Background: an optimization exercise with open tools, aiming at small area, a short achievable clock period and few clock cycles. Do not read the settings as production practice. In this exercise RTL edits were held to simulation tests only and were not proved equivalent to the original. Power is estimated from default activity; no workload was simulated.

## fjord
// lz77_dec
module lz77_dec (
    input  wire        clk,
    input  wire        rst,              
    input  wire        start,
    input  wire [15:0] npix,             
    output wire        busy,
    output wire        done,             
    output wire        err,              
    input  wire        in_valid,
    output wire        in_ready,
    input  wire [7:0]  in_byte,
    output wire        out_valid,
    input  wire        out_ready,
    output wire [23:0] out_pixel         
);
Size in the first run: roughly 800 cells after synthesis, ~58 I/O pins, about 7900 um2 of cells after synthesis.
clock: 8.0 ns
lec_check: 0
cap_margin: 20
core_margin: 2
core_utilization: 70
cts_buf_list: sky130_fd_sc_hd__clkbuf_8
cts_cluster_size: 30
setup_slack_margin: 5
slew_margin: 20
run.sh (not shown) runs the stock make flow with config.mk's settings and CLKGATE_MAP_FILE= SYNTH_SCRIPT=/design/flow/synth_recipe.tcl, a recipe that flattens the netlist after the stock synthesis.
Testbench counts of fjord, summed over its fixed seeds: cycles 47,934.
Edits applied to the flow inputs when going from fjord to yarrow:
# fjord
export LEC_CHECK = 0
export CAP_MARGIN = 20
export CORE_MARGIN = 2
export CORE_UTILIZATION = 70
export CTS_BUF_LIST = sky130_fd_sc_hd__clkbuf_8
export CTS_CLUSTER_SIZE = 30
export SETUP_SLACK_MARGIN = 5
export SLEW_MARGIN = 20
create_clock -name core_clock -period 8.0 [get_ports {clk}]
# yarrow
export LEC_CHECK = 0
export ABC_AREA = 1
export CAP_MARGIN = 20
export CORE_MARGIN = 2
export CORE_UTILIZATION = 70
export CTS_BUF_LIST = sky130_fd_sc_hd__clkbuf_8
export CTS_CLUSTER_SIZE = 30
export SETUP_SLACK_MARGIN = 5
export SLEW_MARGIN = 20
create_clock -name core_clock -period 8.0 [get_ports {clk}]
## What came out
For fjord and yarrow, there was not a single run that failed to finish clean. What fjord reported for peak supply drop has to be multiplied by 1.06 to get the figure for yarrow. Between fjord and yarrow, the row count is lower for fjord. On yarrow: sequential share of layout area is 0.49 points lower than what fjord gave. Looking at synthesized cell count, yarrow sits 51% higher than fjord does. The run with more setup slack is yarrow; fjord has less. Die height (yarrow vs. fjord) increases by a few percent. | simple-gate share of the synthesized area | higher: yarrow |. Against fjord, yarrow comes in 6.4 points lower on layout overhead on the synthesized area. Going from fjord to yarrow, total routing usage reported by global routing shrinks by 3.3 points. Run comparison: yarrow cell with the largest stage delay on the worst path sky130_fd_sc_hd__dfxtp_4; fjord cell with the largest stage delay on the worst path sky130_fd_sc_hd__a222oi_1.
Modified inputs, ember compared to yarrow
# yarrow
export LEC_CHECK = 0
export ABC_AREA = 1
export CAP_MARGIN = 20
export CORE_MARGIN = 2
export CORE_UTILIZATION = 70
export CTS_BUF_LIST = sky130_fd_sc_hd__clkbuf_8
export CTS_CLUSTER_SIZE = 30
export SETUP_SLACK_MARGIN = 5
export SLEW_MARGIN = 20
create_clock -name core_clock -period 8.0 [get_ports {clk}]
# ember
export LEC_CHECK = 0
export CAP_MARGIN = 20
export CORE_MARGIN = 2
export CORE_UTILIZATION = 40
export CTS_BUF_LIST = sky130_fd_sc_hd__clkbuf_8
export CTS_CLUSTER_SIZE = 30
export SETUP_SLACK_MARGIN = 5
export SLEW_MARGIN = 20
create_clock -name core_clock -period 8.0 [get_ports {clk}]
==> flow/flow/run.sh (new file) <==
#!/bin/bash
# The standard layout, with plain buffers (buf_2) on the ports instead of
# the delay-cell buffers that buffer_ports picks by default. The whole
# make output goes to standard.log; ORFS keeps each step's log under orfs/logs.
set -euo pipefail
export BUFFER_PORTS_ARGS="-buffer_cell sky130_fd_sc_hd__buf_2"
bash standard.sh > standard.log 2>&1
==> flow/standard.sh (new file) <==
#!/bin/bash
# synth_recipe.tcl (not shown) runs the flow's synth.tcl, then flattens the netlist and writes it again
# the make line also repeats each setting of config.mk as NAME=value (left out here)
make -C /OpenROAD-flow-scripts/flow DESIGN_CONFIG=/design/flow/config.mk WORK_HOME=/design/flow/orfs CLKGATE_MAP_FILE= SYNTH_SCRIPT=/design/flow/synth_recipe.tcl "${@:-finish}"
removed: flow/run.sh
- Relative to yarrow, floorplan core area has increased by about 60% in ember.
- yarrow → ember: number of ordinary inverters in the final layout went down, sequential share of layout area has increased.
- As of ember, synthesized cell count had fallen by more than a quarter compared to yarrow.
- Between ember and yarrow, it is ember whose proportion of cell area occupied by multi-input gates is lower, by 0.62 points.
- compound AO/OA/AOI/OAI gates as the combinational family with the most area after synthesis was reported by ember, and simple AND/OR/NAND/NOR gates by yarrow.
- When the final numbers for ember and yarrow were put side by side, the area fraction of clock buffers and clock inverters turned out to be smaller in yarrow.
- As of ember, design area had fallen by a few percent compared to yarrow.
- Global-route usage is lower on ember
- Number of vias per cell after detailed routing (lower): ember
- Relative to yarrow, hold slack decreased by 16 ps in ember.

* * *

Setup of maple:
lz77_dec, a different RTL version from the one above (not shown whole).
For scale: roughly 840 cells after synthesis, ~130 flip-flops, about 58 I/O pins, about 8500 µm² of cells after synthesis.
==> flow/design.v (excerpt) <==
module lz77_dec (
    input  wire        clk,
    input  wire        rst,              
    input  wire        start,
    input  wire [15:0] npix,             
    output wire        busy,
    output wire        done,             
    output wire        err,              
    input  wire        in_valid,
    output wire        in_ready,
    input  wire [7:0]  in_byte,
    output wire        out_valid,
    input  wire        out_ready,
    output wire [23:0] out_pixel         
);
export LEC_CHECK = 0
export CAP_MARGIN = 20
export CORE_MARGIN = 2
export CORE_UTILIZATION = 50
export CTS_BUF_LIST = sky130_fd_sc_hd__clkbuf_4
export CTS_CLUSTER_SIZE = 30
export SETUP_SLACK_MARGIN = 5
export SLEW_MARGIN = 20
create_clock -name core_clock -period 8.0 [get_ports {clk}]
standard.sh (not shown) runs the stock make flow with config.mk's settings and CLKGATE_MAP_FILE= SYNTH_SCRIPT=/design/flow/synth_recipe.tcl, a recipe that flattens the netlist after the stock synthesis.
==> flow/flow/run.sh <==
#!/bin/bash
# The standard layout, with plain buffers (buf_2) on the ports instead of
# the delay-cell buffers that buffer_ports picks by default. The whole
# make output goes to standard.log; ORFS keeps each step's log under orfs/logs.
set -euo pipefail
export BUFFER_PORTS_ARGS="-buffer_cell sky130_fd_sc_hd__buf_2"
bash standard.sh > standard.log 2>&1
maple finished every stage and its layout cleared the timing, DRC and antenna checks.
Testbench counts of maple, summed over its fixed seeds: cycles 47,934.
## Diff of input files: willow against maple
- CTS_BUF_LIST: sky130_fd_sc_hd__clkbuf_4 -> sky130_fd_sc_hd__clkbuf_8
--- a/flow/flow/run.sh
+++ b/flow/flow/run.sh
@@ -2 +2 @@
-# The standard layout, with plain buffers (buf_2) on the ports instead of
+# The standard layout, with plain buffers (buf_1) on the ports instead of
@@ -6 +6 @@
-export BUFFER_PORTS_ARGS="-buffer_cell sky130_fd_sc_hd__buf_2"
+export BUFFER_PORTS_ARGS="-buffer_cell sky130_fd_sc_hd__buf_1"
--- outcome ---
In willow, met2 routing resource usage after global routing is higher than in maple. Re number of resized instances in the post-cts repair step: maple and willow aren't equal, and the lower value belongs to willow. Final cell count across maple and willow: no real change. On fraction of final layout cells with drive strength greater than 1: willow sits below maple.
diff inputs: willow => harbor
- changing CORE_UTILIZATION from 50 to 40
--- a/flow/flow/run.sh
+++ b/flow/flow/run.sh
@@ -2 +2 @@
-# The standard layout, with plain buffers (buf_1) on the ports instead of
+# The standard layout, with plain buffers (buf_2) on the ports instead of
@@ -6 +6 @@
-export BUFFER_PORTS_ARGS="-buffer_cell sky130_fd_sc_hd__buf_1"
+export BUFFER_PORTS_ARGS="-buffer_cell sky130_fd_sc_hd__buf_2"
==> summary.txt <==
- Comparing willow and harbor, the lower normalized max-slew margin was measured on willow.
- Relative to willow, harbor degrades highest clock frequency the design can meet.
- willow was smaller in final cell area than harbor.
- Power in harbor vs willow: down about 3.5%
- On average routed wire per standard cell, the lower figure sits with harbor, not willow.
- The final setup slack of the worst path in harbor sits 0.066 ns below the value recorded for willow.
- Number of buffers outside the clock class in the layout was higher in the run labelled willow.
--- input diff harbor..xenon ---
- changing CORE_UTILIZATION from 40 to 50
- removing SETUP_SLACK_MARGIN (formerly 5)
--- a/flow/flow/run.sh
+++ b/flow/flow/run.sh
@@ -3,2 +3,3 @@
-# the delay-cell buffers that buffer_ports picks by default. The whole
-# make output goes to standard.log; ORFS keeps each step's log under orfs/logs.
+# the delay-cell buffers that buffer_ports picks by default, and timing
+# repair aiming at 5.4 ns of setup slack. The whole make output goes to
+# standard.log; ORFS keeps each step's log under orfs/logs.
@@ -6,0 +8 @@
+export SETUP_SLACK_MARGIN=5.4
## What came out
- As far as area after synthesis goes, harbor and xenon are indistinguishable; the numbers are identical.
- Total length of routed met3 wires of xenon exceeds that of harbor by more than 10%.
- Diff harbor -> xenon: design area higher; final non-filler cell total lower; post-cts sizing count higher; clock skew lower; share of total power in the clock network roughly the same.
- [xenon] leakage power figure rose 0.18 nW relative to harbor
- Relative to harbor, initial antenna violation count has gone up in xenon.
- harbor was routed with fewer vias than xenon.
### xenon -> quartz
- SETUP_SLACK_MARGIN newly set to 5
- CORE_UTILIZATION changed from 50 to 60
==> flow/flow/run.sh <==
#!/bin/bash
# The standard layout, with plain buffers (buf_2) on the ports instead of
# the delay-cell buffers that buffer_ports picks by default. The whole
# make output goes to standard.log; ORFS keeps each step's log under orfs/logs.
set -euo pipefail
export BUFFER_PORTS_ARGS="-buffer_cell sky130_fd_sc_hd__buf_2"
bash standard.sh > standard.log 2>&1
--- outcome ---
- Comparing xenon with quartz, the number of iterations in the first detailed-routing pass came out essentially unchanged.
- Changes observed in quartz relative to xenon: routed wire length now sits lower; internal power consumption now sits higher.
- Looking at worst-path cell with the longest stage delay, the sky130_fd_sc_hd__dfxtp_4 result is from quartz; the sky130_fd_sc_hd__dfxtp_2 one comes from xenon.

==> static timing again, ports no longer ideal <==
How much do the figures lean on ideal ports? The routed layouts below were timed once more, with nothing changed but the port constraints.
Step 1: set_driving_cell puts a clkbuf_16 on clk and a buf_2 on each other input, an assumption about the parent block.
Step 2 adds t to the input delays and takes it off the output delays; t is the mean of the earliest and latest rising clock arrival at the registers after step 1. Input paths then give back, and output paths get back, about the clock's delay inside the block.
Three values: ideal, step 1, step 2; two values: the first two.
| run | t (ns) | slack for setup (ns) | latest minus earliest clock arrival (ns) | worst slew at a driven data input, ns | pins driven straight from the clock port |
|---|---|---|---|---|---|
| fjord | 0.495 | 4.526 / 4.490 / 4.490 | 0.012 / 0.011 | 0.05 | 1 |
| yarrow | 0.493 | 4.812 / 4.773 / 4.516 | 0.012 / 0.012 | 0.04 | 1 |
| ember | 0.491 | 4.754 / 4.717 / 4.586 | 0.009 / 0.009 | 0.03 | 1 |
| maple | 0.565 | 4.980 / 4.942 / 4.618 | 0.022 / 0.022 | 0.03 | 1 |
| willow | 0.478 | 5.034 / 4.997 / 4.712 | 0.014 / 0.013 | 0.04 | 1 |
| harbor | 0.505 | 4.968 / 4.929 / 4.680 | 0.018 / 0.018 | 0.03 | 1 |
| xenon | 0.508 | 5.020 / 4.976 / 4.834 | 0.011 / 0.011 | 0.04 | 1 |
| quartz | 0.489 | 5.024 / 4.986 / 4.659 | 0.013 / 0.014 | 0.03 | 1 |
After both steps every run listed still meets setup and hold. The setup slack of quartz, which loses most, moves by -0.038 ns with the drivers and by -0.365 ns with both steps.
